Background: an optimization exercise with open tools, aiming at small area, a short achievable clock period and few clock cycles. Do not read the settings as production practice.
No run shown here included a check of the RTL's function; only the layout flow was run.
Power and IR drop assume default switching activity.

==> flow/design.v <==
module lsxgt_value_encoder (
    input  wire        clk,
    input  wire        rst,         
    input  wire [2:0]  dt,          
    input  wire        in_valid,
    output wire        in_ready,
    input  wire [7:0]  in_data,     
    input  wire        in_end,      
    output wire        out_valid,
    input  wire        out_ready,
    output wire [7:0]  out_data,    
    output wire        out_end,     
    output wire [1:0]  out_err,     
    output wire [15:0] out_pos      
);
    localparam [1:0] K_BLK = 2'd1,    
                     K_END = 2'd2,    
                     K_ERR = 2'd3;    
    reg  [7:0]  ps0;        
    reg  [62:0] psh;        
    reg  [3:0]  dd;         
    reg         fresh;      
    reg         bad;        
    reg         ovf;        
    reg  [2:0]  pdt;        
    reg  [15:0] pos;        
    reg         drain;      
    reg         hold;       
    reg  [1:0]  hkind;
    reg         hend;
    reg  [1:0]  hcode;
    reg  [8:0]  os0;
    reg  [62:0] osh;
    reg         obusy, oH0, oH1, oV, oE;
    reg  [2:0]  oidx;       
    reg         olast;      
    reg         oend;       
    reg  [1:0]  oerr;
    reg  [2:0]  odt;
    reg  [7:0]  ob;         
    wire [8:0] x0 = {1'b0, ps0} + {5'd0, dd};      
    wire [8:0]  v0m = fresh ? 9'd0 : x0;
    wire [11:0] t0  = {v0m, 3'd0} + {2'd0, v0m, 1'd0};
    wire [7:0]  n_ps0 = t0[7:0];
    reg  [62:0] n_psh;
    reg  [3:0]  cy;
    reg         ovf_set;
    integer j;
    always @(*) begin : step
        reg [8:0]  vm;
        reg [11:0] t;
        cy = t0[11:8];
        for (j = 0; j < 7; j = j + 1) begin
            vm = fresh ? 9'd0 : psh[9*j +: 9];
            t  = {vm, 3'd0} + {2'd0, vm, 1'd0};
            n_psh[9*j +: 9] = {1'b0, t[7:0]} + {5'd0, cy};
            cy = t[11:8];
        end
        ovf_set = (cy != 4'd0);
    end
    reg pc;
    always @(*) begin : pcarry
        reg [8:0] v;
        pc = x0[8];
        for (j = 0; j < 7; j = j + 1) begin
            v  = psh[9*j +: 9];
            pc = v[8] | ((&v[7:0]) & pc);
        end
    end
    reg [7:0] oc;
    reg [7:0] onz;
    reg [7:0] ge;
    always @(*) begin : ocarry
        reg [8:0] v;
        reg       any;
        oc[0]  = 1'b0;
        onz[0] = (os0 != 9'd0);
        oc[1]  = os0[8];
        for (j = 1; j < 8; j = j + 1) begin
            v = osh[9*(j-1) +: 9];
            onz[j] = (v != 9'd0);
            if (j < 7) oc[j+1] = v[8] | ((&v[7:0]) & oc[j]);
        end
        any = 1'b0;
        ge[0] = 1'b1;
        for (j = 7; j >= 1; j = j - 1) begin
            any = any | onz[j];
            ge[j] = any | oc[j];
        end
    end
    reg [2:0] lastidx;
    reg       novalue;
    always @(*) begin
        novalue = 1'b0;
        case (odt)
            3'd0: lastidx = 3'd0;
            3'd1: begin
                lastidx = ge[7] ? 3'd7 : ge[5] ? 3'd5 : ge[3] ? 3'd3 : 3'd1;
                novalue = !ge[1];
            end
            3'd2: lastidx = ge[6] ? 3'd7 : ge[4] ? 3'd5 : ge[2] ? 3'd3 : 3'd1;
            3'd3: lastidx = ge[4] ? 3'd7 : 3'd3;
            default: lastidx = 3'd7;
        endcase
    end
    wire [2:0] nidx = oH1 ? 3'd0 : (oidx + 3'd1);
    wire [71:0] oall = {osh, os0};
    wire [7:0] nsel = oall[9*nidx +: 8];
    wire [7:0] nbyte = nsel + {7'd0, oc[nidx]};
    wire beat_in = in_valid && in_ready;
    wire is_comma = (in_data == 8'h2C);
    wire is_digit = (in_data >= 8'h30) && (in_data <= 8'h39);
    wire term = in_end || is_comma;
    wire act = beat_in && term && !drain;
    wire p_unknown = (pdt >= 3'd5);
    wire p_err = p_unknown || bad || ovf || pc;
    wire now_item = act && (!fresh || in_end);
    wire [1:0] now_kind = fresh ? K_END : (p_err ? K_ERR : K_BLK);
    wire [1:0] now_code = p_unknown ? 2'd2 : 2'd1;
    wire ofinal = oE || (olast && !oend);
    wire deliver = obusy && out_ready;
    wire can_load = !obusy || (out_ready && ofinal);
    wire       item  = hold || now_item;
    wire [1:0] ikind = hold ? hkind : now_kind;
    wire       iend  = hold ? hend : in_end;
    wire [1:0] icode = hold ? hcode : now_code;
    wire load = can_load && item;
    wire attach = !hold && now_item && (now_kind == K_END) && !can_load && !oE && !oend;
    wire go_hold = !hold && now_item && !can_load && !attach;
    always @(posedge clk) begin
        if (rst) begin
            fresh <= 1'b1;
            bad   <= 1'b0;
            ovf   <= 1'b0;
            pos   <= 16'd0;
            drain <= 1'b0;
            hold  <= 1'b0;
        end else begin
            if (beat_in && !term) begin
                fresh <= 1'b0;
                if (!is_digit) bad <= 1'b1;
                if (ovf_set) ovf <= 1'b1;
            end
            if (act) begin
                fresh <= 1'b1;
                bad   <= 1'b0;
                ovf   <= 1'b0;
                if (!fresh && p_err)
                    drain <= !in_end;
                else
                    pos <= in_end ? 16'd0 : pos + 16'd1;
            end
            if (beat_in && drain && in_end) begin
                drain <= 1'b0;
                fresh <= 1'b1;
                bad   <= 1'b0;
                ovf   <= 1'b0;
                pos   <= 16'd0;
            end
            if (deliver && oE && (oerr != 2'd0))
                pos <= 16'd0;
            if (go_hold)
                hold <= 1'b1;
            else if (can_load)
                hold <= 1'b0;
        end
        if (beat_in && !term) begin
            ps0 <= n_ps0;
            psh <= n_psh;
            dd  <= in_data[3:0];
            pdt <= dt;
        end
        if (go_hold) begin
            hkind <= now_kind;
            hend  <= in_end;
            hcode <= now_code;
        end
        if (can_load) begin
            os0 <= x0;
            osh <= psh;
            odt <= pdt;
        end
        if (rst) begin
            obusy <= 1'b0;
            oH0 <= 1'b0; oH1 <= 1'b0; oV <= 1'b0; oE <= 1'b0;
            oerr <= 2'd0;
        end else if (can_load) begin
            obusy <= item;
            oH0   <= item && (ikind == K_BLK);
            oH1   <= 1'b0;
            oV    <= 1'b0;
            oE    <= item && (ikind != K_BLK);
            oerr  <= (item && ikind == K_ERR) ? icode : 2'd0;
            oend  <= iend;
            olast <= 1'b0;
            ob    <= (pdt == 3'd0) ? 8'h01 : 8'h20;
        end else begin
            if (attach)
                oend <= 1'b1;
            if (deliver) begin
                if (oH0) begin
                    oH0   <= 1'b0;
                    oH1   <= 1'b1;
                    ob    <= 8'h00;
                    olast <= novalue;
                end
                if (oH1 || oV) begin
                    if (olast) begin
                        oH1 <= 1'b0;
                        oV  <= 1'b0;
                        oE  <= 1'b1;
                    end else begin
                        oH1   <= 1'b0;
                        oV    <= 1'b1;
                        oidx  <= nidx;
                        ob    <= nbyte;
                        olast <= (nidx == lastidx);
                    end
                end
            end
        end
    end
    assign in_ready  = !hold && !(oE && (oerr != 2'd0));
    assign out_valid = obusy;
    assign out_end   = oE;
    assign out_data  = ob;
    assign out_err   = oerr;
    assign out_pos   = (oerr != 2'd0) ? pos : 16'd0;
endmodule
==> flow/config.mk <==
export PLATFORM = sky130hd
export DESIGN_NAME = lsxgt_value_encoder
export DESIGN_NICKNAME = lsxgt_value_encoder
export VERILOG_FILES = /design/flow/design.v
export SDC_FILE = /design/flow/constraint.sdc
export NUM_CORES = 4
export LEC_CHECK = 0
export CAP_MARGIN = 20
export CORE_MARGIN = 2
export CORE_UTILIZATION = 40
export SLEW_MARGIN = 20
==> flow/run.sh <==
#!/bin/bash
# synth_recipe.tcl (not shown) runs the flow's synth.tcl, then flattens the netlist and writes it again
# the make line also repeats each setting of config.mk as NAME=value (left out here)
make -C /OpenROAD-flow-scripts/flow DESIGN_CONFIG=/design/flow/config.mk WORK_HOME=/design/flow/orfs CLKGATE_MAP_FILE= SYNTH_SCRIPT=/design/flow/synth_recipe.tcl finish
==> flow/constraint.sdc <==
create_clock -name core_clock -period 5.0 [get_ports {clk}]
set_input_delay 1.0000 -clock core_clock [delete_from_list [all_inputs] [get_ports {clk}]]
set_output_delay 1.0000 -clock core_clock [all_outputs]
set_load 0.01 [all_outputs]
==> results.txt, run 1 <==
Core area - 29800 um^2
Via count - 8272
Post-layout util - 0.457
Post-CTS Hold Fix Bufs - 0
Starting density of the core - 0.408
Peak fanout along the critical path - 5
Die X-Extent - 178 um
Number of DRC markers after the initial detailed-route iteration - 429
Global-route wire length before repair - 43.3 mm
Combinational Power Share - 0.092
Sw Pwr - 0.000969 W
Delay contributed by the slowest stage of the critical path - 0.42 ns
Die area - 31800 um^2
Bufs on Longest Clock Path - 2
Final Wtd Congestion - 0.887
Cell at the root of the clock tree - sky130_fd_sc_hd__clkbuf_16
Port Buffer Count - 44
Number of antenna violations at the first check in global routing - 0
RSZ-0062 raised after global routing - false
Clock transition at path regs - 0.08 ns
Total wire length after detailed routing - 26.9 mm
All-layer global routing usage - 0.175
EDFF count, synth - 170
Status - no timing/DRC/antenna violations
Worst slack on hold paths - 0.462 ns
Clock Sink Count - 198
CP endpoint kind - flip-flop
Worst clock skew on the final layout - 0.0147 ns
CTS tree - done
Hold Violations, Final - 0
Area growth syn-to-layout - 12.1%
Sw Ratio - 0.262
Measured slew at the worst slew-check pin - 0.960 ns
Kind of cell adding the most delay to the critical path - compound AO/OA/AOI/OAI gates
Post-synthesis cell area - 12200 um^2
Mean instance size in the synthesized netlist - 11.2 um^2
Max-cap viol count - 0
Synthesized Nets - 1201
Total Neg Setup Slack - 0 ns
Post-route clock period utilization - 0.874
Sequential-to-total area share from yosys stat - 0.466
Sequential Power Share - 0.540
# IOs - 45
Count of yosys warnings during synthesis - 1
Max Clock Freq - 229 MHz
Total half-perimeter wirelength after legalization and detailed placement - 20.5 mm
Sequence of cells on the critical path - ha_1 -> a21o_1 -> a21oi_1 -> xnor2_1 -> and2_1 -> ha_1 -> nor2b_1 -> o21ai_0 -> a21boi_0 -> o21ai_0 -> a21boi_0 -> o21ai_0 -> xor2_1 -> nor2_1 -> ha_1 -> a21oi_1 -> nor2b_1 -> nand3_1 -> xnor2_1
Mean routed wirelength per cell - 17.6 um
Detail-routed via count per cell - 5.42
Post-CTS resize count - 0
Headroom to the max-slew limit - 0.359
Synth top area share - 0.420
Count of pins over their slew limit - 0
Worst IR drop on VDD - 205 uV
Final layout net count - 1240
Final antenna-violating net count - 0
Number of global-route vias before repair - 8202
Signal arrival time at the worst endpoint - 4.56 ns
Fillers - 2739
Startpoint class of the critical path - flip-flop
Residual DRC count - 0
Fraction of layout cells with a size suffix above 1 - 0.0695
Most frequent cell after synthesis - sky130_fd_sc_hd__edfxtp_1
Leak pwr - 5.32 nW
Cell with the biggest individual delay on the critical path - sky130_fd_sc_hd__edfxtp_1
Primary flip-flop cell chosen by synthesis mapping - sky130_fd_sc_hd__edfxtp_1
Die H - 178 um
Post-synthesis instance total - 1085
Overall overflow remaining after global route - 0
Count of cell types in the netlist - 83
CTS HTree Levels - 4
Biggest area contributors in the synthesized netlist - sky130_fd_sc_hd__edfxtp_1, sky130_fd_sc_hd__ha_1, sky130_fd_sc_hd__dfxtp_1, sky130_fd_sc_hd__xnor2_1, sky130_fd_sc_hd__nor2b_1
Router iterations before antenna repair - 5
Power density of the placed cells - 271 nW/um^2
Total buffers and inverters traversed by the critical path - 0
Count of endpoints failing setup in the final report - 0
Number of buffers created by CTS - 17
Period minus WS final - 4.37 ns
Dominant cell type by area after synthesis - sky130_fd_sc_hd__edfxtp_1
Commonest cells post-synth - sky130_fd_sc_hd__edfxtp_1, sky130_fd_sc_hd__a21oi_1, sky130_fd_sc_hd__ha_1
Worst path required time - 5.19 ns
Share of synthesized flip-flops with an asynchronous set or reset - 0
Worst skew pair latency - 0.44 ns
Share of power burned in the clock network - 0.368
Antenna Cells - 0
Internal power contribution - 0.00272 W
Count of buffers added by post-CTS timing repair for setup - 0
Flops & latches, synth - 198
Tightest Hold Check Type - reg2reg
Pin count of the biggest net entering global routing - 40
Critical path class - reg2reg
Cell Rows - 63
==> power groups by stage <==
stage | Sequential (W) | Clock (W) | Combinational [W]
after floorplan | 0.00199 | 0 | 0.000247
after global placement | 0.00203 | 0 | 0.000334
after CTS | 0.00199 | 0.00140 | 0.000341
after global routing | 0.00200 | 0.00145 | 0.000379
final | 0.00199 | 0.00136 | 0.000338
after detailed placement | 0.00203 | 0 | 0.000339
==> flip-flops by register name (all words and copies together), names as in the netlist, 2 cells and up <==
name   count
psh       63
odt        3
oidx       3
pdt        3
hkind      2
dd         4
os0        9
osh       63
oerr       2
ps0        7
hcode      2
ob         8
pos       16
==> placed cells by master, fill, tap and decap left out, drive strengths merged, types with 24 or more instances in the layout <==
master         instances
a21o                  30
a21oi                 93
and2                  24
clkdlybuf4s50         44
dfxtp                 28
edfxtp               170
ha                    84
inv                   47
nand2                 54
nand4                 34
nor2                  69
nor2b                 78
o21ai                 45
xnor2                 64
xor2                  33
==> worst min-delay path, stage by stage (launching register included) <==
cell	delay (ns)
sky130_fd_sc_hd__dfxtp_1	0.32
sky130_fd_sc_hd__nand2_1	0.05
sky130_fd_sc_hd__a21oi_1	0.05
==> kinds of logic (layout without fill, tap and decap cells) <==
| family | count (synthesis) | after routing | share of synthesized area |
|---|---|---|---|
| AOI/OAI and AO/OA | 225 | 225 | 0.117 |
| xor gates and xnor gates | 97 | 97 | 0.0699 |
| adders and majority gates | 100 | 100 | 0.113 |
| buffers and inverters | 71 | 123 | 0.0238 |
| DFF | 198 | 198 | 0.466 |
| muxes | 25 | 25 | 0.0376 |
| and+or+nand+nor | 369 | 369 | 0.173 |
==> final timing paths <==
check                           slack, ns      end  cells after the start  startpoint
worst max-delay path                 0.63   psh[7]                     19      ps0[2]
worst min-delay path                 0.46  oerr[1]                      2     oerr[1]
worst max register to register       0.63   psh[7]                     19      ps0[2]
worst min register to register       0.46  oerr[1]                      2     oerr[1]
==> per-layer routing <==
metal	vias up	global-route usage	wire length, um
met1	3979	0.234	12600
li1	4101	-	-
met2	160	0.289	12600
met3	32	0.0341	1130
met5	-	0	0
met4	0	0.0522	538
==> through the flow <==
step                      cell area [um^2]  power [W]  instances  worst slack (ns)
final                                13600    0.00369       1527             0.632
after global placement               13000    0.00236       1495             0.784
after detailed placement             13000    0.00237       1495             0.610
after CTS                            13600    0.00373       1527             0.572
after global routing                 13600    0.00383       1527             0.199
after floorplan                      12200    0.00223       1085             0.339
==> layout make-up <==
cell class,count,area (um^2),share of cell area
timing repair buffer,52,526,0.0386
clock inverter,14,159,0.0117
inverter,39,146,0.0107
multi-input combinational,816,6210,0.456
sequential,198,5670,0.416
clock buffer,18,429,0.0315
tap,390,488,0.0358
==> run 2, diff against run 1 <==
--- a/flow/config.mk
+++ b/flow/config.mk
@@ -5,7 +5,9 @@
 export SDC_FILE = /design/flow/constraint.sdc
 export NUM_CORES = 4
 export LEC_CHECK = 0
+export ABC_CLOCK_PERIOD_IN_PS = 2000
 export CAP_MARGIN = 20
 export CORE_MARGIN = 2
 export CORE_UTILIZATION = 40
+export SETUP_SLACK_MARGIN = 2.8
 export SLEW_MARGIN = 20
==> results.txt, run 2 <==
Status - no timing/DRC/antenna violations (unchanged)
Starting density of the core - 0.408 (unchanged)
Total Neg Setup Slack - 0 ns (unchanged)
Final layout net count - 1474 (was 1240)
Share of power burned in the clock network - 0.350 (was 0.368)
CTS HTree Levels - 4 (unchanged)
Post-synthesis cell area - 12200 um^2 (unchanged)
Headroom to the max-slew limit - 0.495 (was 0.359)
Antenna Cells - 0 (unchanged)
EDFF count, synth - 170 (unchanged)
Clock transition at path regs - 0.07 ns (was 0.08 ns)
Cell at the root of the clock tree - sky130_fd_sc_hd__clkbuf_16 (unchanged)
Period minus WS final - 3.96 ns (was 4.37 ns)
Sequential-to-total area share from yosys stat - 0.466 (unchanged)
Share of synthesized flip-flops with an asynchronous set or reset - 0 (unchanged)
Max-cap viol count - 0 (unchanged)
Port Buffer Count - 44 (unchanged)
Count of yosys warnings during synthesis - 1 (unchanged)
Total area of sequential cells - 5670 um^2 (about the same)
Post-layout instance area - 17500 um^2 (was 13600 um^2)
Post-route clock period utilization - 0.792 (was 0.874)
Count of cell types in the netlist - 83 (unchanged)
Worst IR drop on VDD - 209 uV (was 205 uV)
Core area - 29800 um^2 (unchanged)
Count of endpoints failing setup in the final report - 0 (unchanged)
RSZ-0062 raised after global routing - true (was false)
Synth top area share - 0.420 (unchanged)
Signal arrival time at the worst endpoint - 4.16 ns (was 4.56 ns)
# IOs - 45 (unchanged)
Sw Pwr - 0.00104 W (was 0.000969 W)
Power density of the placed cells - 227 nW/um^2 (was 271 nW/um^2)
Leak pwr - 7.14 nW (was 5.32 nW)
Router iterations before antenna repair - 5 (unchanged)
Dominant cell type by area after synthesis - sky130_fd_sc_hd__edfxtp_1 (unchanged)
Die X-Extent - 178 um (unchanged)
Final antenna-violating net count - 0 (unchanged)
Cell area reported after detailed placement - 13600 um^2 (was 13000 um^2)
Post-layout util - 0.586 (was 0.457)
Sequential Power Share - 0.502 (was 0.540)
Tightest Hold Check Type - reg2reg (unchanged)
Cell Rows - 63 (unchanged)
Detail-routed via count per cell - 5.50 (was 5.42)
Fillers - 2373 (was 2739)
Startpoint class of the critical path - flip-flop (unchanged)
Die area - 31800 um^2 (unchanged)
Commonest cells post-synth - sky130_fd_sc_hd__edfxtp_1, sky130_fd_sc_hd__a21oi_1, sky130_fd_sc_hd__ha_1 (unchanged)
Final Wtd Congestion - 0.910 (was 0.887)
Primary flip-flop cell chosen by synthesis mapping - sky130_fd_sc_hd__edfxtp_1 (unchanged)
Most frequent cells in the layout - sky130_fd_sc_hd__edfxtp_1, sky130_fd_sc_hd__buf_4, sky130_fd_sc_hd__buf_6 (was sky130_fd_sc_hd__edfxtp_1, sky130_fd_sc_hd__a21oi_1, sky130_fd_sc_hd__ha_1)
Sw Ratio - 0.262 (about the same)
Clock Sink Count - 198 (unchanged)
Synthesized Nets - 1201 (unchanged)
CP endpoint kind - flip-flop (unchanged)
Flops & latches, synth - 198 (unchanged)
Post-synthesis instance total - 1085 (unchanged)
Biggest area contributors in the synthesized netlist - sky130_fd_sc_hd__edfxtp_1, sky130_fd_sc_hd__ha_1, sky130_fd_sc_hd__dfxtp_1, sky130_fd_sc_hd__xnor2_1, sky130_fd_sc_hd__nor2b_1 (unchanged)
Worst clock skew on the final layout - 0.0149 ns (was 0.0147 ns)
Internal power contribution - 0.00293 W (was 0.00272 W)
Number of global-route vias before repair - 9636 (was 8202)
Hold Violations, Final - 0 (unchanged)
Die H - 178 um (unchanged)
Mean instance size in the synthesized netlist - 11.2 um^2 (unchanged)
Combinational Power Share - 0.147 (was 0.092)
Top flop regs - osh: 63 flops, psh: 63 flops, pos: 16 flops (unchanged)
Global-route wire length before repair - 51.9 mm (was 43.3 mm)
Max Clock Freq - 253 MHz (was 229 MHz)
Worst slack on hold paths - 0.456 ns (was 0.462 ns)
Count of pins over their slew limit - 0 (unchanged)
Overall overflow remaining after global route - 0 (unchanged)
Fraction of layout cells with a size suffix above 1 - 0.427 (was 0.0695)
Most frequent cell after synthesis - sky130_fd_sc_hd__edfxtp_1 (unchanged)
Area growth syn-to-layout - 43.6% (was 12.1%)
Via count - 9683 (was 8272)
All-layer global routing usage - 0.212 (was 0.175)
Critical path class - reg2reg (unchanged)
Number of DRC markers after the initial detailed-route iteration - 773 (was 429)
Post-CTS Hold Fix Bufs - 0 (unchanged)
Total wire length after detailed routing - 34.1 mm (was 26.9 mm)
CTS tree - done (unchanged)
Bufs on Longest Clock Path - 2 (unchanged)
Worst path required time - 5.20 ns (was 5.19 ns)
Number of buffers created by CTS - 17 (unchanged)
Pin count of the biggest net entering global routing - 63 (was 40)
Peak fanout along the critical path - 3 (was 5)
Residual DRC count - 0 (unchanged)
Multi-input logic area - 7670 um^2 (was 6210 um^2)
Worst skew pair latency - 0.44 ns (about the same)
Number of antenna violations at the first check in global routing - 0 (unchanged)
Mean routed wirelength per cell - 19.4 um (was 17.6 um)
Total half-perimeter wirelength after legalization and detailed placement - 20.8 mm (was 20.5 mm)
Commonest non-fill, non-tap cell in the layout - sky130_fd_sc_hd__edfxtp_1 (unchanged)
Measured slew at the worst slew-check pin - 0.752 ns (was 0.960 ns)
run 2: final timing paths:
path,from,to,slack [ns],depth (start not counted)
hold reg to reg,dd[0],os0[0],0.46,0
setup reg to reg,dd[1],psh[7],1.04,19
hold / removal,dd[0],os0[0],0.46,0
setup / recovery,dd[1],psh[7],1.04,19
run 2: kinds of logic after synthesis:
kind of cell | after synthesis | share of synthesized area
fa+ha+maj | 100 | 0.113
buf+inv | 71 | 0.0238
mux | 25 | 0.0376
flops | 198 | 0.466
simple gates | 369 | 0.173
compound gates | 225 | 0.117
xor+xnor | 97 | 0.0699
run 2: layout make-up:
| type | instances | share of cell area |
|---|---|---|
| tap | 390 | 0.0280 |
| inverter | 39 | 0.00910 |
| multi-input combinational | 817 | 0.439 |
| clock buffer | 21 | 0.0282 |
| sequential | 198 | 0.325 |
| clock inverter | 11 | 0.00566 |
| timing repair buffer | 285 | 0.165 |
run 2: timing repair:
action	4_1_cts	5_1_grt
endpoints found under the setup margin	287	207
buffers inserted	168	52
gates cloned	11	4
gates resized for setup	266	119
pin swaps	130	136
run 2: critical path, stage by stage (launching register included):
cell,delay (ns)
sky130_fd_sc_hd__edfxtp_1,0.39
sky130_fd_sc_hd__ha_2,0.22
sky130_fd_sc_hd__fa_2,0.54
sky130_fd_sc_hd__nor2b_4,0.17
sky130_fd_sc_hd__ha_4,0.15
sky130_fd_sc_hd__inv_2,0.04
sky130_fd_sc_hd__fa_2,0.39
sky130_fd_sc_hd__nor2b_4,0.13
sky130_fd_sc_hd__o21ai_2,0.07
sky130_fd_sc_hd__a21boi_2,0.20
sky130_fd_sc_hd__o21ai_2,0.09
sky130_fd_sc_hd__a21boi_2,0.15
sky130_fd_sc_hd__o21ai_1,0.11
sky130_fd_sc_hd__xor2_1,0.16
sky130_fd_sc_hd__nor2_1,0.07
sky130_fd_sc_hd__ha_1,0.34
sky130_fd_sc_hd__a21oi_2,0.06
sky130_fd_sc_hd__nor2b_1,0.16
sky130_fd_sc_hd__nand3_1,0.12
sky130_fd_sc_hd__xnor2_1,0.15
run 2: metrics by stage:
step | total power, W | setup slack [ns] | instances
final | 0.00397 | 1.04 | 1761
after global routing | 0.00411 | 0.905 | 1761
after CTS | 0.00393 | 1.14 | 1705
after detailed placement | 0.00240 | 1.02 | 1494
after global placement | 0.00240 | 1.16 | 1493
after floorplan | 0.00228 | 1.34 | 1085
run 2: routing by layer:
layer	GRT usage	vias up	part of all wire
li1	-	4570	-
met1	0.278	4797	0.43
met2	0.350	274	0.50
met3	0.0394	42	0.047
met4	0.0810	0	0.024
met5	0	-	0
run 2: power by group through the flow:
stage / clock, W / sequential, W / combinational [W]
final: 0.00139 / 0.00199 / 0.000585
after detailed placement: 0 / 0.00203 / 0.000374
after global routing: 0.00148 / 0.00200 / 0.000629
after CTS: 0.00141 / 0.00199 / 0.000529
after global placement: 0 / 0.00203 / 0.000368
after floorplan: 0 / 0.00198 / 0.000298
==> run 3, diff against run 2 <==
==> flow/flow/run.sh (new file) <==
#!/bin/bash
# Standard layout, but with Yosys's adder cell mapping (ADDER_MAP_FILE) turned
# off so that ABC maps the arithmetic for speed itself.
set -euo pipefail
bash standard.sh ADDER_MAP_FILE= finish > standard_flow.log 2>&1
==> flow/standard.sh (new file) <==
#!/bin/bash
# synth_recipe.tcl (not shown) runs the flow's synth.tcl, then flattens the netlist and writes it again
# the make line also repeats each setting of config.mk as NAME=value (left out here)
make -C /OpenROAD-flow-scripts/flow DESIGN_CONFIG=/design/flow/config.mk WORK_HOME=/design/flow/orfs CLKGATE_MAP_FILE= SYNTH_SCRIPT=/design/flow/synth_recipe.tcl "${@:-finish}"
--- a/flow/config.mk
+++ b/flow/config.mk
@@ -5,9 +5,7 @@
 export SDC_FILE = /design/flow/constraint.sdc
 export NUM_CORES = 4
 export LEC_CHECK = 0
-export ABC_CLOCK_PERIOD_IN_PS = 2000
 export CAP_MARGIN = 20
 export CORE_MARGIN = 2
 export CORE_UTILIZATION = 40
-export SETUP_SLACK_MARGIN = 2.8
 export SLEW_MARGIN = 20
removed: flow/run.sh
==> results.txt, run 3 <==
Via count - 9723 (was 9683)
Tightest Hold Check Type - reg2reg (unchanged)
Count of cell types in the netlist - 87 (was 83)
Total wire length after detailed routing - 29.4 mm (was 34.1 mm)
Mean instance size in the synthesized netlist - 9.65 um^2 (was 11.2 um^2)
Die X-Extent - 182 um (was 178 um)
PnR Total Power - 0.00386 W (was 0.00397 W)
Count of yosys warnings during synthesis - 1 (unchanged)
Max Clock Freq - 251 MHz (was 253 MHz)
Dominant cell type by area after synthesis - sky130_fd_sc_hd__edfxtp_1 (unchanged)
Detail-routed via count per cell - 5.64 (was 5.50)
# IOs - 45 (unchanged)
Number of global-route vias before repair - 9105 (was 9636)
Status - no timing/DRC/antenna violations (unchanged)
Synth top area share - 0.403 (was 0.420)
Top flop regs - osh: 63 flops, psh: 63 flops, pos: 16 flops (unchanged)
Worst skew pair latency - 0.44 ns (about the same)
Pin count of the biggest net entering global routing - 47 (was 63)
Cell at the root of the clock tree - sky130_fd_sc_hd__clkbuf_16 (unchanged)
Total Neg Setup Slack - 0 ns (unchanged)
Mean routed wirelength per cell - 17.0 um (was 19.4 um)
EDFF count, synth - 170 (unchanged)
Post-synthesis cell area - 12700 um^2 (was 12200 um^2)
Post-CTS Hold Fix Bufs - 0 (unchanged)
Post-synthesis instance total - 1311 (was 1085)
Slack of the worst reg-to-reg path - 1.01 ns (was 1.04 ns)
Clock Sink Count - 198 (unchanged)
Flops & latches, synth - 198 (unchanged)
CP endpoint kind - flip-flop (unchanged)
Final antenna-violating net count - 0 (unchanged)
Number of DRC markers after the initial detailed-route iteration - 839 (was 773)
Startpoint of the lowest-slack register-to-register path - psh[6] (was dd[1])
RSZ-0062 raised after global routing - false (was true)
Max-cap viol count - 0 (unchanged)
Cell depth of the worst flop-to-flop path - 11 (was 19)
Signal arrival time at the worst endpoint - 4.35 ns (was 4.16 ns)
Hold Violations, Final - 0 (unchanged)
Cell Rows - 65 (was 63)
Worst Min Path Start - ovf (was dd[0])
Commonest non-fill, non-tap cell in the layout - sky130_fd_sc_hd__edfxtp_1 (unchanged)
Worst path required time - 5.37 ns (was 5.20 ns)
Total half-perimeter wirelength after legalization and detailed placement - 20.8 mm (about the same)
Power density of the placed cells - 276 nW/um^2 (was 227 nW/um^2)
All-layer global routing usage - 0.179 (was 0.212)
Commonest cells post-synth - sky130_fd_sc_hd__edfxtp_1, sky130_fd_sc_hd__nor2_1, sky130_fd_sc_hd__xnor2_1 (was sky130_fd_sc_hd__edfxtp_1, sky130_fd_sc_hd__a21oi_1, sky130_fd_sc_hd__ha_1)
Share of synthesized flip-flops with an asynchronous set or reset - 0 (unchanged)
Count of endpoints failing setup in the final report - 0 (unchanged)
Die H - 182 um (was 178 um)
Primary flip-flop cell chosen by synthesis mapping - sky130_fd_sc_hd__edfxtp_1 (unchanged)
Measured slew at the worst slew-check pin - 0.903 ns (was 0.752 ns)
Peak fanout along the critical path - 16 (was 3)
Bufs on Longest Clock Path - 2 (unchanged)
Die area - 33100 um^2 (was 31800 um^2)
Final layout net count - 1324 (was 1474)
Count of pins over their slew limit - 0 (unchanged)
CTS HTree Levels - 4 (unchanged)
Clock transition at path regs - 0.08 ns (was 0.07 ns)
Worst clock skew on the final layout - 0.0150 ns (was 0.0149 ns)
Instance count along the most critical hold path - 2 (was 0)
Biggest area contributors in the synthesized netlist - sky130_fd_sc_hd__edfxtp_1, sky130_fd_sc_hd__xnor2_1, sky130_fd_sc_hd__dfxtp_1, sky130_fd_sc_hd__nor2_1, sky130_fd_sc_hd__o21ai_0 (was sky130_fd_sc_hd__edfxtp_1, sky130_fd_sc_hd__ha_1, sky130_fd_sc_hd__dfxtp_1, sky130_fd_sc_hd__xnor2_1, sky130_fd_sc_hd__nor2b_1)
Headroom to the max-slew limit - 0.395 (was 0.495)
Area growth syn-to-layout - 10.3% (was 43.6%)
Post-route clock period utilization - 0.797 (was 0.792)
Number of antenna violations at the first check in global routing - 0 (unchanged)
Critical path class - reg2reg (unchanged)
Number of buffers created by CTS - 17 (unchanged)
Core area - 31400 um^2 (was 29800 um^2)
Overall overflow remaining after global route - 0 (unchanged)
Fraction of layout cells with a size suffix above 1 - 0.0704 (was 0.427)
Startpoint class of the critical path - flip-flop (unchanged)
Post-CTS resize count - 0 (was 266)
Count of buffers added by post-CTS timing repair for setup - 0 (was 168)
Port Buffer Count - 44 (unchanged)
Router iterations before antenna repair - 7 (was 5)
Crit Reg-Reg Endpoint - pos[12] (was psh[7])
Residual DRC count - 0 (unchanged)
Worst Hold End - ovf (was os0[0])
Sequential-to-total area share from yosys stat - 0.448 (was 0.466)
Final Wtd Congestion - 0.882 (was 0.910)
CTS tree - done (unchanged)
Leak pwr - 4.62 nW (was 7.14 nW)
Most frequent cell after synthesis - sky130_fd_sc_hd__edfxtp_1 (unchanged)
Most frequent cells in the layout - sky130_fd_sc_hd__edfxtp_1, sky130_fd_sc_hd__nor2_1, sky130_fd_sc_hd__xnor2_1 (was sky130_fd_sc_hd__edfxtp_1, sky130_fd_sc_hd__buf_4, sky130_fd_sc_hd__buf_6)
Starting density of the core - 0.403 (was 0.408)
Synthesized Nets - 1327 (was 1201)
Worst IR drop on VDD - 247 uV (was 209 uV)
Fillers - 2999 (was 2373)
Antenna Cells - 0 (unchanged)
Global-route wire length before repair - 48.1 mm (was 51.9 mm)
Period minus WS final - 3.99 ns (was 3.96 ns)
[run 3: cell count changes in the layout (fill, tap and decap cells not counted), sizes merged, moves of 23 or more]
cell,previous run,this run
buf,255,15
ha,84,0
nor2,70,145
nor2b,78,9
xnor2,64,120
nand2,54,99
clkdlybuf4s50,5,44
o21ai,45,79
a21oi,93,66
nor3,11,34
[run 3: through the flow]
step                cells  setup slack, ns  utilization  area (um^2)  hold WS [ns]
floorplan            1311            0.651            -        12700         0.424
global placement     1690            0.832        0.427        13400         0.446
detailed placement   1690            0.742        0.427        13400         0.464
CTS                  1722            0.986        0.445        14000         0.482
global route         1723            0.638        0.445        14000         0.505
finish               1723             1.01        0.445        14000         0.479
[run 3: logic make-up (layout without fill, tap and decap cells)]
family	count (synthesis)	in the layout	synth area share
buf+inv	129	139	0.0397
compound gates	309	309	0.165
fa+ha+maj	18	18	0.0142
mux	40	40	0.0422
simple gates	454	454	0.175
xor+xnor	163	163	0.115
flops	198	198	0.448
[run 3: cell type report]
| cell class | instances | area, um^2 | share of cell area |
|---|---|---|---|
| Timing Repair Buffer | 60 | 571 | 0.0409 |
| Multi-Input combinational cell | 984 | 6490 | 0.465 |
| Inverter | 47 | 179 | 0.0128 |
| Sequential cell | 198 | 5670 | 0.406 |
| Clock inverter | 12 | 113 | 0.00806 |
| Clock buffer | 20 | 437 | 0.0313 |
| Tap cell | 402 | 503 | 0.0360 |
[run 3: power breakdown]
group	leakage, nW	total [W]	switching [W]	internal [W]
registers	1.94	0.00203	0.000125	0.00190
logic	2.42	0.000512	0.000287	0.000225
clock network	0.263	0.00132	0.000663	0.000658
[run 3: worst max-delay path by stage]
stage | start | end | slack [ns] | depth (start not counted)
6_report | psh[6] | pos[12] | 1.01 | 11
5_1_grt | psh[6] | pos[12] | 0.64 | 11
4_1_cts | psh[6] | pos[12] | 0.99 | 11
3_5_place_dp | in_data[3] | pos[15] | 0.74 | 12
3_3_place_gp | in_data[2] | pos[9] | 0.83 | 12
2_1_floorplan | out_ready | oidx[0] | 0.65 | 5
[run 3: metal layers]
layer	track usage	up-vias	wire, um
li1	-	4817	-
met1	0.254	4697	14500
met2	0.291	187	13800
met3	0.0267	22	788
met4	0.0416	0	332
met5	0	-	0
[run 3: critical path, stage by stage (launching register included)]
cell and delay (ns):
sky130_fd_sc_hd__edfxtp_1 0.60, sky130_fd_sc_hd__nand2_1 0.17, sky130_fd_sc_hd__nor4_1 0.33, sky130_fd_sc_hd__nand4_1 0.16, sky130_fd_sc_hd__a21oi_1 0.21, sky130_fd_sc_hd__o21ai_0 0.11, sky130_fd_sc_hd__a2111oi_0 0.70, sky130_fd_sc_hd__o211ai_1 0.27
sky130_fd_sc_hd__or3b_1 0.43, sky130_fd_sc_hd__nand3_1 0.12, sky130_fd_sc_hd__a311o_1 0.61, sky130_fd_sc_hd__a21oi_1 0.20
==> run 4, diff against run 3 <==
==> flow/design.v (replaced) <==
module lsxgt_value_encoder (
    input  wire        clk,
    input  wire        rst,         
    input  wire [2:0]  dt,          
    input  wire        in_valid,
    output wire        in_ready,
    input  wire [7:0]  in_data,     
    input  wire        in_end,      
    output wire        out_valid,
    input  wire        out_ready,
    output wire [7:0]  out_data,    
    output wire        out_end,     
    output wire [1:0]  out_err,     
    output wire [15:0] out_pos      
);
    localparam [1:0] S_IN    = 2'd0,   
                     S_OUT   = 2'd1,   
                     S_END   = 2'd2,   
                     S_DRAIN = 2'd3;   
    localparam [1:0] ERR_NONE    = 2'd0,
                     ERR_BAD     = 2'd1,
                     ERR_UNKNOWN = 2'd2;
    reg [1:0]  state;
    reg [63:0] acc;         
    reg        ovf;         
    reg        bad;         
    reg        nonempty;    
    reg [15:0] pos;         
    reg [79:0] obuf;        
    reg [3:0]  ocnt;        
    reg        end_after;   
    reg [1:0]  err;
    reg [15:0] err_pos;
    reg        drain_after;  
    wire beat_in  = in_valid && in_ready;
    wire beat_out = out_valid && out_ready;
    wire is_comma = (in_data == 8'h2C);
    wire is_digit = (in_data >= 8'h30) && (in_data <= 8'h39);
    wire tok_done = in_end || is_comma;
    wire [67:0] acc_next = ({4'd0, acc} << 3) + ({4'd0, acc} << 1) + {64'd0, in_data[3:0]};
    reg [3:0] nbytes;
    integer k;
    always @(*) begin
        nbytes = 4'd1;
        for (k = 1; k < 8; k = k + 1)
            if (acc[8*k +: 8] != 8'd0)
                nbytes = k[3:0] + 4'd1;
    end
    reg [3:0] npad;
    always @(*) begin
        case (dt)
            3'd1:    npad = nbytes;                               
            3'd2:    npad = {nbytes[3:1] + {2'd0, nbytes[0]}, 1'b0};    
            3'd3:    npad = (nbytes <= 4'd4) ? 4'd4 : 4'd8;      
            default: npad = 4'd8;                                 
        endcase
    end
    wire [3:0] blk_len = (dt == 3'd0) ? 4'd3 : (4'd2 + {npad[3:1], 1'b0});
    wire [79:0] blk = (dt == 3'd0) ? {56'd0, acc[7:0], 8'h00, 8'h01}
                                   : {acc, 8'h00, 8'h20};
    wire dt_unknown = (dt >= 3'd5);
    always @(posedge clk) begin
        if (rst) begin
            state       <= S_IN;
            acc         <= 64'd0;
            ovf         <= 1'b0;
            bad         <= 1'b0;
            nonempty    <= 1'b0;
            pos         <= 16'd0;
            obuf        <= 80'd0;
            ocnt        <= 4'd0;
            end_after   <= 1'b0;
            err         <= ERR_NONE;
            err_pos     <= 16'd0;
            drain_after <= 1'b0;
        end else begin
            case (state)
                S_IN: if (beat_in) begin
                    if (tok_done) begin
                        acc      <= 64'd0;
                        ovf      <= 1'b0;
                        bad      <= 1'b0;
                        nonempty <= 1'b0;
                        pos      <= pos + 16'd1;
                        if (!nonempty) begin
                            if (in_end)
                                state <= S_END;
                        end else if (dt_unknown || bad || ovf) begin
                            err         <= dt_unknown ? ERR_UNKNOWN : ERR_BAD;
                            err_pos     <= pos;
                            drain_after <= !in_end;
                            state       <= S_END;
                        end else begin
                            obuf      <= blk;
                            ocnt      <= blk_len;
                            end_after <= in_end;
                            state     <= S_OUT;
                        end
                    end else begin
                        nonempty <= 1'b1;
                        if (is_digit) begin
                            acc <= acc_next[63:0];
                            if (acc_next[67:64] != 4'd0)
                                ovf <= 1'b1;
                        end else begin
                            bad <= 1'b1;
                        end
                    end
                end
                S_OUT: if (beat_out) begin
                    obuf <= {8'd0, obuf[79:8]};
                    ocnt <= ocnt - 4'd1;
                    if (ocnt == 4'd1)
                        state <= end_after ? S_END : S_IN;
                end
                S_END: if (beat_out) begin
                    err         <= ERR_NONE;
                    err_pos     <= 16'd0;
                    pos         <= 16'd0;
                    drain_after <= 1'b0;
                    state       <= drain_after ? S_DRAIN : S_IN;
                end
                S_DRAIN: if (beat_in && in_end) begin
                    acc      <= 64'd0;
                    ovf      <= 1'b0;
                    bad      <= 1'b0;
                    nonempty <= 1'b0;
                    pos      <= 16'd0;
                    state    <= S_IN;
                end
            endcase
        end
    end
    assign in_ready  = (state == S_IN) || (state == S_DRAIN);
    assign out_valid = (state == S_OUT) || (state == S_END);
    assign out_end   = (state == S_END);
    assign out_data  = (state == S_OUT) ? obuf[7:0] : 8'd0;
    assign out_err   = (state == S_END) ? err : ERR_NONE;
    assign out_pos   = (state == S_END) ? err_pos : 16'd0;
endmodule
==> flow/run.sh (new file) <==
#!/bin/bash
# synth_recipe.tcl (not shown) runs the flow's synth.tcl, then flattens the netlist and writes it again
# the make line also repeats each setting of config.mk as NAME=value (left out here)
make -C /OpenROAD-flow-scripts/flow DESIGN_CONFIG=/design/flow/config.mk WORK_HOME=/design/flow/orfs CLKGATE_MAP_FILE= SYNTH_SCRIPT=/design/flow/synth_recipe.tcl finish
removed: flow/flow/run.sh
removed: flow/standard.sh
==> results.txt, run 4 <==
Status - no timing/DRC/antenna violations (unchanged)
Internal power contribution - 0.00259 W (was 0.00278 W)
Router iterations before antenna repair - 5 (was 7)
Post-CTS Hold Fix Bufs - 0 (unchanged)
Max-cap viol count - 0 (unchanged)
Fraction of layout cells with a size suffix above 1 - 0.0516 (was 0.0704)
Flops & latches, synth - 189 (was 198)
Cell at the root of the clock tree - sky130_fd_sc_hd__clkbuf_16 (unchanged)
Worst skew pair latency - 0.45 ns (was 0.44 ns)
Top flop regs - obuf: 80 flops, acc: 64 flops (was osh: 63 flops, psh: 63 flops, pos: 16 flops)
PnR Total Power - 0.00390 W (was 0.00386 W)
Worst IR drop on VDD - 240 uV (was 247 uV)
Dominant cell type by area after synthesis - sky130_fd_sc_hd__dfxtp_1 (was sky130_fd_sc_hd__edfxtp_1)
Number of antenna violations at the first check in global routing - 0 (unchanged)
Number of DRC markers after the initial detailed-route iteration - 876 (was 839)
Detailed route wirelength on metal3 - 1.34 mm (was 788 um)
Final layout net count - 1732 (was 1324)
Register containing the most flip-flops in the final layout - obuf
Leak pwr - 5.70 nW (was 4.62 nW)
Sum of routed wire segments on met1 - 17.2 mm (was 14.5 mm)
Share of synthesized flip-flops with an asynchronous set or reset - 0 (unchanged)
EDFF count, synth - 0 (was 170)
Number of global-route vias before repair - 11.1k (was 9105)
Signal arrival time at the worst endpoint - 4.84 ns (was 4.35 ns)
Global-route wire length before repair - 58.2 mm (was 48.1 mm)
Residual DRC count - 0 (unchanged)
Sequential Power Share - 0.426 (was 0.525)
Post-CTS resize count - 0 (unchanged)
Sw Pwr - 0.00132 W (was 0.00107 W)
Sequential-to-total area share from yosys stat - 0.301 (was 0.448)
Port Buffer Count - 44 (unchanged)
Post-route clock period utilization - 0.908 (was 0.797)
RSZ-0062 raised after global routing - false (unchanged)
Bufs on Longest Clock Path - 2 (unchanged)
Die X-Extent - 181 um (was 182 um)
Total wire length after detailed routing - 35.2 mm (was 29.4 mm)
Mean instance size in the synthesized netlist - 7.95 um^2 (was 9.65 um^2)
Pin count of the biggest net entering global routing - 76 (was 47)
Via count - 11.7k (was 9723)
Number of flip-flops in the largest register - 80
Synth top area share - 0.301 (was 0.403)
Peak fanout along the critical path - 5 (was 16)
Clock Sink Count - 189 (was 198)
# IOs - 45 (unchanged)
Core area - 30700 um^2 (was 31400 um^2)
CTS HTree Levels - 4 (unchanged)
Synthesized Nets - 1738 (was 1327)
Overall overflow remaining after global route - 0 (unchanged)
Uppermost layer routed - met4 (unchanged)
CTS tree - done (unchanged)
Mean routed wirelength per cell - 17.8 um (was 17.0 um)
Count of pins over their slew limit - 0 (unchanged)
Die area - 32900 um^2 (was 33100 um^2)
Die H - 181 um (was 182 um)
Most frequent cell after synthesis - sky130_fd_sc_hd__nor2_1 (was sky130_fd_sc_hd__edfxtp_1)
Final Wtd Congestion - 0.885 (was 0.882)
CP endpoint kind - flip-flop (unchanged)
Share of power burned in the clock network - 0.362 (was 0.342)
Measured slew at the worst slew-check pin - 0.947 ns (was 0.903 ns)
Period minus WS final - 4.54 ns (was 3.99 ns)
Total half-perimeter wirelength after legalization and detailed placement - 25.9 mm (was 20.8 mm)
Combinational Power Share - 0.212 (was 0.133)
Biggest area contributors in the synthesized netlist - sky130_fd_sc_hd__dfxtp_1, sky130_fd_sc_hd__ha_1, sky130_fd_sc_hd__a21oi_1, sky130_fd_sc_hd__nor2_1, sky130_fd_sc_hd__nand2_1 (was sky130_fd_sc_hd__edfxtp_1, sky130_fd_sc_hd__xnor2_1, sky130_fd_sc_hd__dfxtp_1, sky130_fd_sc_hd__nor2_1, sky130_fd_sc_hd__o21ai_0)
Count of endpoints failing setup in the final report - 0 (unchanged)
Clock transition at path regs - 0.08 ns (about the same)
Startpoint class of the critical path - input port (was flip-flop)
Count of yosys warnings during synthesis - 1 (unchanged)
Detail-routed via count per cell - 5.88 (was 5.64)
Hold Violations, Final - 0 (unchanged)
Most frequent cells in the layout - sky130_fd_sc_hd__nor2_1, sky130_fd_sc_hd__dfxtp_1, sky130_fd_sc_hd__a21oi_1 (was sky130_fd_sc_hd__edfxtp_1, sky130_fd_sc_hd__nor2_1, sky130_fd_sc_hd__xnor2_1)
Worst path required time - 5.30 ns (was 5.37 ns)
Headroom to the max-slew limit - 0.369 (was 0.395)
Cell Rows - 64 (was 65)
Post-synthesis cell area - 12600 um^2 (was 12700 um^2)
Post-synthesis instance total - 1582 (was 1311)
Primary flip-flop cell chosen by synthesis mapping - sky130_fd_sc_hd__dfxtp_1 (was sky130_fd_sc_hd__edfxtp_1)
Area growth syn-to-layout - 11.4% (was 10.3%)
Count of cell types in the netlist - 72 (was 87)
Worst clock skew on the final layout - 0.0172 ns (was 0.0150 ns)
Antenna Cells - 0 (unchanged)
Final antenna-violating net count - 0 (unchanged)
Count of buffers added by post-CTS timing repair for setup - 0 (unchanged)
All-layer global routing usage - 0.215 (was 0.179)
Tightest Hold Check Type - reg2reg (unchanged)
Total Neg Setup Slack - 0 ns (unchanged)
Sw Ratio - 0.338 (was 0.279)
Number of buffers created by CTS - 17 (unchanged)
Starting density of the core - 0.409 (was 0.403)
Critical path class - in2reg (was reg2reg)
Routed length on met2 - 16.1 mm (was 13.8 mm)
Max Clock Freq - 220 MHz (was 251 MHz)
Commonest cells post-synth - sky130_fd_sc_hd__nor2_1, sky130_fd_sc_hd__dfxtp_1, sky130_fd_sc_hd__a21oi_1 (was sky130_fd_sc_hd__edfxtp_1, sky130_fd_sc_hd__nor2_1, sky130_fd_sc_hd__xnor2_1)
Power density of the placed cells - 279 nW/um^2 (was 276 nW/um^2)
## run 4: worst max-delay path, cell delays in order
cell and delay (ns):
sky130_fd_sc_hd__clkdlybuf4s50_1 0.49, sky130_fd_sc_hd__inv_1 0.06, sky130_fd_sc_hd__fa_1 0.59, sky130_fd_sc_hd__fa_1 0.21
sky130_fd_sc_hd__nor2b_1 0.06, sky130_fd_sc_hd__o31a_1 0.31, sky130_fd_sc_hd__o311ai_4 0.41, sky130_fd_sc_hd__and4_1 0.32
sky130_fd_sc_hd__nor4_1 0.07, sky130_fd_sc_hd__buf_4 0.16, sky130_fd_sc_hd__or3b_2 0.46, sky130_fd_sc_hd__a21boi_1 0.31
sky130_fd_sc_hd__o21bai_1 0.17, sky130_fd_sc_hd__xnor2_1 0.14, sky130_fd_sc_hd__o21ai_0 0.08
## run 4: final cells by class
| cell class | instances | area, um^2 |
|---|---|---|
| Clock buffer | 18 | 429 |
| Sequential cell | 189 | 3780 |
| Timing Repair Buffer | 67 | 636 |
| Clock inverter | 14 | 175 |
| Multi-Input combinational cell | 1265 | 8350 |
| Fill cell | 3120 | 16700 |
| Tap cell | 396 | 495 |
| Inverter | 36 | 135 |
## run 4: per-stage QoR
stage,std cells,hold WS [ns],worst slack [ns],utilization,instance area (um^2)
CTS,1985,0.454,0.517,0.455,14000
floorplan,1582,0.427,0.990,-,12600
detailed placement,1953,0.442,0.0669,0.436,13400
global placement,1953,0.438,0.113,0.436,13400
finish,1985,0.448,0.461,0.455,14000
global route,1985,0.477,0.260,0.455,14000
## run 4: worst paths after layout
kind                                 start       to  slack, ns  cells past startpoint
worst max-delay path            in_data[3]  acc[52]       0.46                     15
worst min-delay path               obuf[7]  obuf[7]       0.45                      2
worst max register to register      acc[0]  acc[52]       1.09                     14
worst min register to register     obuf[7]  obuf[7]       0.45                      2
## run 4: kinds of logic (layout without fill, tap and decap cells)
logic type,Yosys count,in the layout,share of synthesized area
buffers and inverters,128,135,0.0389
XOR/XNOR,69,69,0.0481
AO/OA/AOI/OAI,456,456,0.240
adder cells (fa/ha/maj),140,140,0.141
multiplexers,14,14,0.0111
flip-flops,189,189,0.301
AND/OR/NAND/NOR,586,586,0.221
## run 4: power groups by stage
stage               Clock [W]  Sequential (W)  Combinational [W]
floorplan                   0         0.00167           0.000587
CTS                   0.00144         0.00166           0.000827
detailed placement          0         0.00170           0.000823
global placement            0         0.00169           0.000817
global route          0.00151         0.00167           0.000924
finish                0.00141         0.00166           0.000827
## run 4: routing by layer
layer / vias to the layer above / global-route usage
met5: - / 0
met4: 0 / 0.0605
met3: 51 / 0.0256
met2: 292 / 0.348
met1: 5561 / 0.301
li1: 5772 / -

[static timing again, ports no longer ideal]
How much do the figures lean on ideal ports? The routed layouts below were timed once more, with nothing changed but the port constraints.
Step 1: set_driving_cell puts a clkbuf_16 on clk and a buf_2 on each other input, an assumption about the parent block.
Step 2, shift: input delay + t, output delay - t, t = (earliest + latest rising clock arrival at the registers) / 2. This alone moves slack from input paths to output paths.
Slacks: no drivers / after step 1 / after step 2; pairs: no drivers / after step 1.
| run | shift t [ns] | setup slack, ns | clock arrival spread, ns | worst data-port slew with drivers (ns) | cell pins on the clock port's net |
|---|---|---|---|---|---|
| run 1 | 0.484 | 0.632 / 0.632 / 0.632 | 0.015 / 0.015 | 0.03 | 1 |
| run 2 | 0.481 | 1.042 / 1.042 / 1.042 | 0.015 / 0.015 | 0.06 | 1 |
| run 3 | 0.485 | 1.014 / 1.014 / 0.748 | 0.016 / 0.016 | 0.05 | 1 |
| run 4 | 0.486 | 0.461 / 0.471 / -0.016 | 0.017 / 0.017 | 0.04 | 1 |
With both steps, setup timing fails in run 4, where it was met with ideal ports. For run 4, which loses most, drivers alone change the setup slack by +0.010 ns; drivers and shift together by -0.477 ns.
